Background: an optimization exercise with open tools, aiming at small area, a short achievable clock period and few clock cycles per item. Do not read the settings as production practice.
At most, simulation tests tie the RTL to the original design; equivalence was not proved.

Setup of the reference run:
==> module cbc_aes_dec, before the edit <==
module cbc_aes_dec (
    input  wire         clk,
    input  wire         rst,         
    input  wire         key_load,    
    input  wire [127:0] key_in,
    input  wire         iv_load,     
    input  wire [127:0] iv_in,
    input  wire         blk_valid,   
    input  wire [127:0] blk_in,
    output reg          ready,
    output reg          out_valid,   
    output reg  [127:0] out_data
);
    localparam [1:0] S_RUN   = 2'd0,   
                     S_KCHK  = 2'd1,   
                     S_DRAIN = 2'd2,   
                     S_EXP   = 2'd3;   
    reg [1:0]   fsm;
    reg         kvalid;   
    reg [127:0] dk;       
    reg [31:0]  dkt;      
    reg [3:0]   estep;    
    reg [1:0]   ephase;   
    reg [127:0] civ;      
    reg         ent;      
    reg         a0;       
    reg [3:0]   r0;
    reg [127:0] st0;      
    reg [127:0] k0;       
    reg         kok0;
    reg [31:0]  u0;       
    reg [127:0] iv0;      
    reg         a1;
    reg [3:0]   r1;
    reg [127:0] st1;
    reg [127:0] k1;       
    reg         kok1;
    reg [31:0]  t1;       
    reg [127:0] iv1;
    wire take     = ready && !rst;
    wire take_key = take && key_load;
    wire take_iv  = take && !key_load && iv_load;
    wire take_blk = take && !key_load && !iv_load && blk_valid;
    wire [127:0] isr;
    wire [127:0] isb;
    genvar r, c;
    generate
        for (c = 0; c < 4; c = c + 1) begin : g_col
            for (r = 0; r < 4; r = r + 1) begin : g_row
                assign isr[127 - 8*(r + 4*c) -: 8] = st0[127 - 8*(r + 4*((c + 4 - r) % 4)) -: 8];
                aes_inv_sbox u_sbox (
                    .t(isr[127 - 8*(r + 4*c) -: 8]),
                    .y(isb[127 - 8*(r + 4*c) -: 8])
                );
            end
        end
    endgenerate
    wire [31:0] sw_out;
    aes_sbox u_ks_sbox0 (.t(u0[23:16]), .y(sw_out[31:24]));
    aes_sbox u_ks_sbox1 (.t(u0[15:8]),  .y(sw_out[23:16]));
    aes_sbox u_ks_sbox2 (.t(u0[7:0]),   .y(sw_out[15:8]));
    aes_sbox u_ks_sbox3 (.t(u0[31:24]), .y(sw_out[7:0]));
    wire [127:0] ark = st1 ^ k1;
    wire [127:0] imc;     
    generate
        for (c = 0; c < 4; c = c + 1) begin : g_mix
            aes_inv_mix_col u_mix (
                .col_in (ark[127 - 32*c -: 32]),
                .col_out(imc[127 - 32*c -: 32])
            );
        end
    endgenerate
    function [7:0] rcon_of(input [3:0] i);
        rcon_of = {i == 4'd8, i == 4'd7, i == 4'd6 || i == 4'd10,
                   i == 4'd5 || i == 4'd9 || i == 4'd10, i == 4'd4 || i == 4'd9,
                   i == 4'd3 || i == 4'd10, i == 4'd2 || i == 4'd9 || i == 4'd10,
                   i == 4'd1 || i == 4'd9};
    endfunction
    wire [31:0] q0 = k1[127:96], q1 = k1[95:64], q2 = k1[63:32], q3 = k1[31:0];
    wire [127:0] k1_prev = {q0 ^ {rcon_of(r1), 24'h000000} ^ t1, q1 ^ q0, q2 ^ q1, q3 ^ q2};
    wire [31:0]  u1_prev = q3 ^ q1;      
    wire [31:0] d0 = dk[127:96], d1 = dk[95:64], d2 = dk[63:32], d3 = dk[31:0];
    wire [127:0] dk_prev = {d0 ^ 32'h36000000 ^ dkt, d1 ^ d0, d2 ^ d1, d3 ^ d2};
    wire [31:0]  udk     = d3 ^ d1;
    wire [31:0] s0 = d0 ^ {rcon_of(estep), 24'h000000};
    wire [31:0] s1 = s0 ^ d1;
    wire [31:0] s2 = s1 ^ d2;
    wire [31:0] s3 = s2 ^ d3;
    wire [31:0] e0 = s0 ^ t1;
    wire [31:0] e1 = s1 ^ t1;
    wire [31:0] e2 = s2 ^ t1;
    wire [31:0] e3 = s3 ^ t1;
    wire [127:0] blk_x = blk_in ^ dk;
    wire [127:0] blk_t;
    generate
        for (c = 0; c < 16; c = c + 1) begin : g_in
            aes_inv_tmap u_tmap (.a(blk_x[8*c +: 8]), .t(blk_t[8*c +: 8]));
        end
    endgenerate
    wire [31:0] u0_x = (fsm == S_DRAIN && !a0 && !a1) ? d3 :
                       (fsm == S_EXP)   ? d3 :
                       ent              ? udk : u1_prev;
    wire [31:0] u0_t;
    generate
        for (c = 0; c < 4; c = c + 1) begin : g_u
            aes_fwd_tmap u_tmap (.a(u0_x[8*c +: 8]), .t(u0_t[8*c +: 8]));
        end
    endgenerate
    always @(posedge clk) begin
        st1 <= isb;
        k1  <= k0;
        t1  <= sw_out;
        iv1 <= iv0;
        if (ent) begin
            st0 <= take_key ? key_in : blk_t;
            k0  <= take_blk ? dk_prev : k1;
            iv0 <= civ;
        end else begin
            st0 <= imc;
            k0  <= k1_prev;
            iv0 <= iv1;
        end
        u0 <= u0_t;
        out_data <= ark ^ iv1;
        if (fsm == S_KCHK && !match)
            dk <= st0;           
        else if (fsm == S_EXP && ephase == 2'd1)
            dk <= {e0, e1, e2, e3};
        if (fsm == S_EXP && ephase == 2'd1 && estep == 4'd10)
            dkt <= t1;
    end
    reg  [1:0] fsm_n;
    reg        kvalid_n;
    wire       match = kvalid && kok0 && (st0 == k0);
    always @(*) begin
        fsm_n    = fsm;
        kvalid_n = kvalid;
        case (fsm)
            S_RUN: begin
                if (take_key)
                    fsm_n = S_KCHK;
            end
            S_KCHK: begin
                if (!match) begin
                    kvalid_n = 1'b0;
                    fsm_n    = S_DRAIN;
                end else begin
                    fsm_n = S_RUN;
                end
            end
            S_DRAIN: begin
                if (!a0 && !a1)
                    fsm_n = S_EXP;
            end
            S_EXP: begin
                if (ephase == 2'd1 && estep == 4'd10) begin
                    kvalid_n = 1'b1;
                    fsm_n    = S_RUN;
                end
            end
            default: fsm_n = S_RUN;
        endcase
    end
    wire free1_n = !a0 || (r0 == 4'd0);
    always @(posedge clk) begin
        if (rst) begin
            fsm       <= S_RUN;
            kvalid    <= 1'b0;
            ready     <= 1'b1;
            ent       <= 1'b1;
            a0        <= 1'b0;
            a1        <= 1'b0;
            kok0      <= 1'b0;
            kok1      <= 1'b0;
            out_valid <= 1'b0;
            civ       <= 128'd0;
        end else begin
            fsm       <= fsm_n;
            kvalid    <= kvalid_n;
            ready     <= (fsm_n == S_RUN) && free1_n;
            ent       <= free1_n;
            a1        <= a0;
            r1        <= r0;
            kok1      <= kok0 && !(fsm == S_KCHK && !match);
            kok0      <= (take_blk || kok1) && !(fsm == S_KCHK && !match);
            a0        <= take_blk || (a1 && (r1 != 4'd0));
            r0        <= take_blk ? 4'd9 : r1 - 4'd1;
            out_valid <= a1 && (r1 == 4'd0);
            if (take_iv)
                civ <= iv_in;
            else if (take_blk)
                civ <= blk_in;
            if (fsm == S_DRAIN) begin
                estep  <= 4'd1;
                ephase <= 2'd0;
            end else begin
                ephase <= (ephase == 2'd2) ? 2'd0 : ephase + 2'd1;
                if (ephase == 2'd1)
                    estep <= estep + 4'd1;
            end
        end
    end
endmodule
==> flow/config.mk <==
export PLATFORM = sky130hd
export DESIGN_NAME = cbc_aes_dec
export DESIGN_NICKNAME = cbc_aes_dec
export VERILOG_FILES = /design/flow/design.v
export SDC_FILE = /design/flow/constraint.sdc
export NUM_CORES = 8
export LEC_CHECK = 0
export CAP_MARGIN = 20
export CORE_MARGIN = 2
export CORE_UTILIZATION = 60
export CTS_CLUSTER_DIAMETER = 80
export CTS_CLUSTER_SIZE = 24
export PLACE_DENSITY = 0.7
export SLEW_MARGIN = 20
export SYNTH_HIERARCHICAL = 1
==> flow/constraint.sdc <==
create_clock -name core_clock -period 10.0 [get_ports {clk}]
set_input_delay 2.0000 -clock core_clock [delete_from_list [all_inputs] [get_ports {clk}]]
set_output_delay 2.0000 -clock core_clock [all_outputs]
set_load 0.01 [all_outputs]
standard.sh (not shown) runs the stock make flow with config.mk's settings and CLKGATE_MAP_FILE= SYNTH_SCRIPT=/design/flow/synth_recipe.tcl, a recipe that flattens the netlist after the stock synthesis.
==> flow/flow/run.sh <==
#!/bin/bash
# The standard layout (the standard.sh, unchanged synthesis), with
#  - the port buffers made with the smallest buffer cell (every port still gets one).
export SETUP_SLACK_MARGIN=6.8
export BUFFER_PORTS_ARGS="-buffer_cell sky130_fd_sc_hd__buf_1"
bash standard.sh > standard.log 2>&1
The reference run: done, clean on timing, DRC and antenna
## Diff of input files: the trial run against the reference run
--- a/flow/design.v
+++ b/flow/design.v
@@ -1057,12 +1057,13 @@
                      S_EXP   = 2'd3;   
     reg [1:0]   fsm;
     reg         kvalid;   
     reg [127:0] dk;       
     reg [31:0]  dkt;      
+    reg         dkload;   
     reg [3:0]   estep;    
-    reg [1:0]   ephase;   
+    reg         ephase;   
     reg [127:0] civ;      
     reg         ent;      
     reg         a0;       
     reg [3:0]   r0;
     reg [127:0] st0;      
@@ -1136,11 +1137,11 @@
         for (c = 0; c < 16; c = c + 1) begin : g_in
             aes_inv_tmap u_tmap (.a(blk_x[8*c +: 8]), .t(blk_t[8*c +: 8]));
         end
     endgenerate
     wire [31:0] u0_x = (fsm == S_DRAIN && !a0 && !a1) ? d3 :
-                       (fsm == S_EXP)   ? d3 :
+                       (fsm == S_EXP)   ? (ephase ? e3 : d3) :
                        ent              ? udk : u1_prev;
     wire [31:0] u0_t;
     generate
         for (c = 0; c < 4; c = c + 1) begin : g_u
             aes_fwd_tmap u_tmap (.a(u0_x[8*c +: 8]), .t(u0_t[8*c +: 8]));
@@ -1150,30 +1151,30 @@
         st1 <= isb;
         k1  <= k0;
         t1  <= sw_out;
         iv1 <= iv0;
         if (ent) begin
-            st0 <= take_key ? key_in : blk_t;
+            st0 <= blk_t;
             k0  <= take_blk ? dk_prev : k1;
-            iv0 <= civ;
+            iv0 <= take_key ? key_in : civ;
         end else begin
             st0 <= imc;
             k0  <= k1_prev;
             iv0 <= iv1;
         end
         u0 <= u0_t;
         out_data <= ark ^ iv1;
-        if (fsm == S_KCHK && !match)
-            dk <= st0;           
-        else if (fsm == S_EXP && ephase == 2'd1)
+        if (dkload)
+            dk <= iv1;           
+        else if (fsm == S_EXP && ephase)
             dk <= {e0, e1, e2, e3};
-        if (fsm == S_EXP && ephase == 2'd1 && estep == 4'd10)
+        if (fsm == S_EXP && ephase && estep == 4'd10)
             dkt <= t1;
     end
     reg  [1:0] fsm_n;
     reg        kvalid_n;
-    wire       match = kvalid && kok0 && (st0 == k0);
+    wire       match = kvalid && kok0 && (iv0 == k0);
     always @(*) begin
         fsm_n    = fsm;
         kvalid_n = kvalid;
         case (fsm)
             S_RUN: begin
@@ -1187,15 +1188,15 @@
                 end else begin
                     fsm_n = S_RUN;
                 end
             end
             S_DRAIN: begin
-                if (!a0 && !a1)
+                if (!a0 && !a1 && !dkload)
                     fsm_n = S_EXP;
             end
             S_EXP: begin
-                if (ephase == 2'd1 && estep == 4'd10) begin
+                if (ephase && estep == 4'd10) begin
                     kvalid_n = 1'b1;
                     fsm_n    = S_RUN;
                 end
             end
             default: fsm_n = S_RUN;
@@ -1210,19 +1211,21 @@
             ent       <= 1'b1;
             a0        <= 1'b0;
             a1        <= 1'b0;
             kok0      <= 1'b0;
             kok1      <= 1'b0;
+            dkload    <= 1'b0;
             out_valid <= 1'b0;
             civ       <= 128'd0;
         end else begin
             fsm       <= fsm_n;
             kvalid    <= kvalid_n;
             ready     <= (fsm_n == S_RUN) && free1_n;
             ent       <= free1_n;
             a1        <= a0;
             r1        <= r0;
+            dkload    <= (fsm == S_KCHK) && !match;
             kok1      <= kok0 && !(fsm == S_KCHK && !match);
             kok0      <= (take_blk || kok1) && !(fsm == S_KCHK && !match);
             a0        <= take_blk || (a1 && (r1 != 4'd0));
             r0        <= take_blk ? 4'd9 : r1 - 4'd1;
             out_valid <= a1 && (r1 == 4'd0);
@@ -1230,14 +1233,14 @@
                 civ <= iv_in;
             else if (take_blk)
                 civ <= blk_in;
             if (fsm == S_DRAIN) begin
                 estep  <= 4'd1;
-                ephase <= 2'd0;
+                ephase <= 1'b0;
             end else begin
-                ephase <= (ephase == 2'd2) ? 2'd0 : ephase + 2'd1;
-                if (ephase == 2'd1)
+                ephase <= !ephase;
+                if (ephase)
                     estep <= estep + 4'd1;
             end
         end
     end
 endmodule
[summary]
- Reported for the trial run and the reference run, share of synthesized flip-flops with an asynchronous set or reset turned out identical to the last digit.
- The reference run vs the trial run, launching element of the worst setup path: st0[13]$_DFF_P_ vs k1[24]$_DFF_P_
- Of the trial run and the reference run, it is the trial run that has the lower first-iteration DRC count.
- The lower critical path depth came out of the trial run.
- Sequential share of cell area: the trial run vs the reference run, no meaningful difference
- The trial run reports a higher post-synthesis cell area than the reference run does.
- The run with more routed wire is the reference run, not the trial run.
- The trial run vs. the reference run: final critical delay including setup and external delays went up by 29 ps.
- [the trial run vs the reference run] total die area: higher in the trial run
- Summary of the trial run over the reference run: count of hold-fix buffers inserted at cts closely matched the old numbers; worst hold slack moved up; met3 global-route usage decreased 1.7 points.
- Comparing the trial run and the reference run, count of non-CTS inverters in the layout is higher on the reference run.
Testbench counts of the trial run, summed over its fixed seeds: cycles 25,069, blocks 2,457.
Only the layout flow was run in the reference run; the RTL was not checked for function there.

[what the ideal ports hide]
No port has a modelled driver above. Below, the same layouts with a new extraction and two added sets of constraints.
Step 1: set_driving_cell puts a clkbuf_16 on clk and a buf_2 on each other input, an assumption about the parent block.
Step 2 also shifts input and output timing later by t, the mid clock arrival at the registers, as if the neighbouring blocks saw the same clock.
Slacks: ideal / step 1 / step 2; pairs: ideal / step 1.
run	t (ns)	slack for setup (ns)	hold WS [ns]	worst setup path after step 2	worst register clock-pin slew, ns
the reference run	0.805	6.724 / 6.695 / 5.959	0.319 / 0.319 / 0.319	input to register	0.11 / 0.11
the trial run	0.807	6.695 / 6.646 / 6.071	0.350 / 0.350 / 0.350	input to register	0.10 / 0.10
After both steps setup and hold are still met in every run listed. The setup slack of the reference run, which loses most, moves by -0.029 ns with the drivers and by -0.765 ns with both steps.
